Context: an optimization exercise on an open-source flow, tuned for small area, a short achievable clock period and few clock cycles per item. The choices shown serve that exercise and are no tape-out recipe.
Only simulation tests tie the RTL to the original design; equivalence was not proved.
Power is estimated from default activity; no workload was simulated.

== run H ==
// dtl_fec_tx
module dtl_fec_tx (
    input  wire        clk,
    input  wire        rst,
    input  wire        cmd_valid,
    output wire        cmd_ready,
    input  wire        cmd_op,          
    input  wire [7:0]  push_data,       
    input  wire [3:0]  push_cnt,        
    input  wire [3:0]  bld_mod,         
    input  wire [3:0]  bld_fec,         
    input  wire [7:0]  bld_flen,        
    input  wire [15:0] cfg_floor,
    input  wire [15:0] cfg_maxempty,
    output reg         pay_valid,
    output reg  [15:0] pay_data,        
    output reg         frm_valid,
    output wire [11:0] frm_plen,
    output wire [11:0] frm_seq,
    output wire [3:0]  frm_fec,
    output reg  [7:0]  frm_cwid,
    output wire [13:0] frm_off,
    output wire [13:0] frm_short,
    output reg         frm_stop,
    output wire        frm_rem_pend
);
Size: about 2300 cells after synthesis, roughly 320 flip-flops, about 20000 um2 of cells after synthesis.
export LEC_CHECK = 0
export CAP_MARGIN = 20
export CORE_MARGIN = 2
export CORE_UTILIZATION = 55
export CTS_CLUSTER_DIAMETER = 60
export CTS_CLUSTER_SIZE = 30
export PLACE_DENSITY = 0.75
export SETUP_SLACK_MARGIN = 3.0
export SLEW_MARGIN = 20
create_clock -name core_clock -period 7.0 [get_ports {clk}]
run.sh (not shown) runs the stock make flow with config.mk's settings and CLKGATE_MAP_FILE= SYNTH_SCRIPT=/design/flow/synth_recipe.tcl, a recipe that flattens the netlist after the stock synthesis.
Run H finished all stages; the layout is clean.
Testbench counts of run H, summed over its fixed seeds: cycles 3,788, frames 618.
For run B, these inputs were changed with respect to run H:
# run H
export LEC_CHECK = 0
export CAP_MARGIN = 20
export CORE_MARGIN = 2
export CORE_UTILIZATION = 55
export CTS_CLUSTER_DIAMETER = 60
export CTS_CLUSTER_SIZE = 30
export PLACE_DENSITY = 0.75
export SETUP_SLACK_MARGIN = 3.0
export SLEW_MARGIN = 20
create_clock -name core_clock -period 7.0 [get_ports {clk}]
# run B
export LEC_CHECK = 0
export CAP_MARGIN = 20
export CORE_MARGIN = 2
export CORE_UTILIZATION = 55
export CTS_CLUSTER_DIAMETER = 80
export CTS_CLUSTER_SIZE = 40
export PLACE_DENSITY = 0.75
export SETUP_SLACK_MARGIN = 3.0
export SLEW_MARGIN = 20
create_clock -name core_clock -period 7.0 [get_ports {clk}]
--- outcome ---
Where routed wire length is concerned, run H is better than run B. Looking at detail-routed net length per standard cell, run B sits 1.1% higher than run H does. Per the final summary, run B finished and its layout is clean on timing, DRC and antenna. Run H → run B: setup slack on the worst flop-to-flop path went up by 0.04 ns, via-per-instance ratio level.

* * *

## run 1
Another version of the RTL of dtl_fec_tx (not shown whole).
Size: roughly 2400 cells after synthesis, roughly 330 flip-flops.
export LEC_CHECK = 0
export CAP_MARGIN = 20
export CORE_MARGIN = 2
export CORE_UTILIZATION = 55
export PLACE_DENSITY = 0.75
export SETUP_SLACK_MARGIN = 3.0
export SLEW_MARGIN = 20
create_clock -name core_clock -period 7.0 [get_ports {clk}]
Testbench counts of run 1, summed over its fixed seeds: cycles 3,788, frames 618.
The inputs of run 2 differ from those of run 1 as listed below.
Settings: an added CTS_CLUSTER_DIAMETER of 80; an added CTS_CLUSTER_SIZE of 40.
Of the two values seen for worst setup path startpoint, level[2] was produced by run 1 and r_floor[1] by run 2.
Run 2 — depth of the CTS H-tree 1 lower, run 1 as reference
When run 2 is set beside run 1, its length of the first detailed-routing pass in iterations turns out to be 2 larger.
Run 2: no failed stages, no open violations at the end
For the sequential share of layout area, run 2 came in 0.88 points higher than run 1 did.
On critical path's largest stage delay, the lower figure sits with run 2, not run 1.
From run 1 to run 2 the numbers moved as follows: buffer levels on the longest clock path roughly the same, layout overhead on the synthesized area -3.1 points, non-clock buffer count shows a reduction of 12, total design power has decreased.
#### Input delta (run 3 over run 2)
Settings: removing PLACE_DENSITY (formerly 0.75).
[summary]
~same instance count on the critical path in run 2 and run 3. Clock skew ends up lower on run 3. Run 3 vs. run 2: total via count in the routed design saw a decrease; part of the power in combinational logic saw an increase; wire length on met2 saw an increase; final area saw a decrease. Taking run 2 as the reference, in run 3 final design utilization went down 0.24 points, fraction of area in multi-input gates went up 0.21 points. Both conditions hold for run 3: the flow ran to the end and the final layout passed the timing, design-rule and antenna checks.

-- separate check: timing with driven ports --
How much do the figures lean on ideal ports? The routed layouts below were timed once more, with nothing changed but the port constraints. Step 1 sets driving cells, clkbuf_16 on the clock port and buf_2 on the other inputs (assumed; they add their load-dependent delay and slew). Step 2 moves the port delays by t, midway between the first and last clock arrival at a register: inputs arrive t later, outputs are due t later. That takes back most of the time a late clock gives input paths. Three values: ideal, step 1, step 2; two values: the first two.
run | shift t [ns] | slack for setup (ns) | hold WS [ns] | slew at the worst register clock pin (ns) | pins driven straight from the clock port
run H | 0.623 | 2.907 / 2.907 / 2.632 | 0.469 / 0.469 / 0.469 | 0.09 / 0.09 | 1
run B | 0.606 | 2.951 / 2.951 / 2.552 | 0.475 / 0.475 / 0.475 | 0.12 / 0.12 | 1
run 1 | 0.612 | 2.879 / 2.879 / 2.726 | 0.453 / 0.453 / 0.453 | 0.07 / 0.07 | 1
run 2 | 0.591 | 2.960 / 2.960 / 2.791 | 0.459 / 0.459 / 0.459 | 0.11 / 0.11 | 1
run 3 | 0.601 | 2.910 / 2.910 / 2.690 | 0.460 / 0.460 / 0.460 | 0.11 / 0.11 | 1
After both steps every run listed still meets setup and hold. The setup slack of run B, which loses most, moves by 0.000 ns with the drivers and by -0.399 ns with both steps.
